Source: an optimization exercise on an open RTL-to-GDS flow (aim: small area). Production flows keep margins and buffers that such runs may drop.
Only simulation tests tie the RTL to the original design; equivalence was not proved.
The flow treats the clock pin as an ideal source. Dropping or thinning the clock tree relies on that and would not hold on a real chip.
No activity file was given, so power comes from the tool's default toggle rates.

Setup of run 1:
Design rc5_decoder, start of the top module:
module rc5_decoder (
    input  wire        clk,
    input  wire        rst,           
    input  wire        req_valid,
    input  wire [35:0] req,
    input  wire [31:0] LOW_BOUND,
    input  wire [31:0] HIGH_BOUND,
    output wire [16:0] rsp,
    output wire        available,
    output wire        evt_en,
    output wire        tick_clr
);
Size: about 1800 µm² of cells after synthesis.
==> flow/config.mk <==
export PLATFORM = sky130hd
export DESIGN_NAME = rc5_decoder
export DESIGN_NICKNAME = rc5_decoder
export VERILOG_FILES = /design/flow/design.v
export SDC_FILE = /design/flow/constraint.sdc
export NUM_CORES = 4
export LEC_CHECK = 0
export CAP_MARGIN = 20
export CORE_MARGIN = 2
export CORE_UTILIZATION = 40
export SLEW_MARGIN = 20
export SYNTH_HIERARCHICAL = 1
export SYNTH_MINIMUM_KEEP_SIZE = 0
==> flow/constraint.sdc <==
create_clock -name core_clock -period 8.0 [get_ports {clk}]
set_input_delay 1.6000 -clock core_clock [delete_from_list [all_inputs] [get_ports {clk}]]
set_output_delay 1.6000 -clock core_clock [all_outputs]
set_load 0.01 [all_outputs]
standard.sh (not shown) runs the stock make flow with config.mk's settings and CLKGATE_MAP_FILE= SYNTH_SCRIPT=/design/flow/synth_recipe.tcl, a recipe that flattens the netlist after the stock synthesis.
==> flow/flow/run.sh <==
#!/bin/bash
# The standard layout (standard.sh, standard synthesis script), with:
#  * DONT_USE_CELLS: the platform's list plus the larger drive strengths of
#    the logic cells (flow/dont_use.txt), so that synthesis maps the
#    single-gate modules of the RTL to the smallest cells;
#  * port buffers of the smallest buffer cell (buf_1) instead of the cell
#    buffer_ports picks by default;
#  * a clock tree of clkbuf_4 cells, one sink cluster and no dummy loads.
# The whole output of the flow goes to standard_flow.log; ORFS keeps each
# step's log under orfs/logs/.
set -euo pipefail
here=$(cd "$(dirname "$0")" && pwd)
DONT_USE=$(cat "$here/dont_use.txt")
CTS="-sink_clustering_enable -repair_clock_nets -dont_use_dummy_load"
CTS="$CTS -buf_list sky130_fd_sc_hd__clkbuf_4 -root_buf sky130_fd_sc_hd__clkbuf_4"
CTS="$CTS -sink_clustering_buffer sky130_fd_sc_hd__clkbuf_4"
CTS="$CTS -sink_clustering_size 30 -sink_clustering_max_diameter 300"
bash standard.sh "DONT_USE_CELLS=$DONT_USE" \
    "BUFFER_PORTS_ARGS=-buffer_cell sky130_fd_sc_hd__buf_1" \
    "CTS_ARGS=$CTS" finish > standard_flow.log 2>&1
Other scripts of this flow, unchanged in this note and not shown: flow/flow/dont_use.txt
## Diff of input files: run 2 against run 1
-- flow/flow/run.sh --
<<< run 1, line 6
#  * port buffers of the smallest buffer cell (buf_1) instead of the cell
#    buffer_ports picks by default;
#  * a clock tree of clkbuf_4 cells, one sink cluster and no dummy loads.
# The whole output of the flow goes to standard_flow.log; ORFS keeps each
# step's log under orfs/logs/.
>>> run 2, line 6
#  * port buffers of the smallest buffer cell (buf_1) instead of the cell
#    buffer_ports picks by default;
#  * a clock tree of clkbuf_4 cells, one sink cluster and no dummy loads,
#    which flow/post_cts.tcl (run at the end of the CTS step) collapses to
#    its root buffer, sized to clkbuf_8, driving all 16 registers.
# The whole output of the flow goes to standard_flow.log; ORFS keeps each
# step's log under orfs/logs/.
<<< run 1, line 18
bash standard.sh "DONT_USE_CELLS=$DONT_USE" \
    "BUFFER_PORTS_ARGS=-buffer_cell sky130_fd_sc_hd__buf_1" \
    "CTS_ARGS=$CTS" finish > standard_flow.log 2>&1
>>> run 2, line 20
bash standard.sh "DONT_USE_CELLS=$DONT_USE" \
    "BUFFER_PORTS_ARGS=-buffer_cell sky130_fd_sc_hd__buf_1" \
    "CTS_ARGS=$CTS" "POST_CTS_TCL=$here/post_cts.tcl" finish > standard_flow.log 2>&1
==> flow/flow/post_cts.tcl (new file) <==
# Run by the CTS step after clock_tree_synthesis (POST_CTS_TCL): collapse
# the two-level clock tree built for these 16 registers to its root
# buffer, sized up to clkbuf_8, which then drives every register.
set db    [ord::get_db]
set block [ord::get_db_block]
set clk_port_net [$block findNet clk]
set roots {}
foreach it [$clk_port_net getITerms] {
  lappend roots [$it getInst]
}
if { [llength $roots] == 1 } {
  set root [lindex $roots 0]
  set root_net [[$root findITerm X] getNet]
  set leaves {}
  foreach it [$root_net getITerms] {
    set inst [$it getInst]
    if { [$it isInputSignal] && [string match "*clkbuf*" [[$inst getMaster] getName]] } {
      lappend leaves $inst
    }
  }
  foreach inst $leaves {
    set leaf_net [[$inst findITerm X] getNet]
    set sinks {}
    foreach s [$leaf_net getITerms] {
      if { [$s isInputSignal] } { lappend sinks $s }
    }
    foreach s $sinks {
      $s disconnect
      $s connect $root_net
    }
    puts "post_cts: removed [$inst getName] ([[$inst getMaster] getName]), [llength $sinks] sinks moved to [$root_net getName]"
    odb::dbInst_destroy $inst
    odb::dbNet_destroy $leaf_net
  }
  $root swapMaster [$db findMaster sky130_fd_sc_hd__clkbuf_8]
  puts "post_cts: root [$root getName] is now [[$root getMaster] getName]"
  detailed_placement
  check_placement -verbose
  estimate_parasitics -placement
  report_clock_skew
  report_worst_slack -max
  report_worst_slack -min
} else {
  puts "post_cts: clock port drives [llength $roots] cells, left as it is"
}
==> run summary <==
On final cell count: run 2 sits below run 1.
Final routed wirelength across all metal layers: run 2 vs run 1, no meaningful difference
[compare] base=run 1 new=run 2: final total power lost about 4%; sequential share of layout area neither gained nor lost much.

-- separate check: timing with driven ports --
In the flow no input, the clock included, has a driving cell. The finished layouts below were timed again as built, in two steps. Step 1, drivers: a clkbuf_16 drives clk and a buf_2 each remaining input, both assumed. Step 2 moves the port delays by t, midway between the first and last clock arrival at a register: inputs arrive t later, outputs are due t later. That takes back most of the time a late clock gives input paths. Slacks: no drivers / after step 1 / after step 2; pairs: no drivers / after step 1.
run	t (ns)	setup WS [ns]	slew at the worst register clock pin (ns)
run 1	0.288	0.655 / 0.641 / 0.352	0.09 / 0.09
run 2	0.168	0.662 / 0.650 / 0.483	0.09 / 0.09
After both steps setup and hold are still met in every run listed. The setup slack of run 1, which loses most, moves by -0.014 ns with the drivers and by -0.303 ns with both steps.
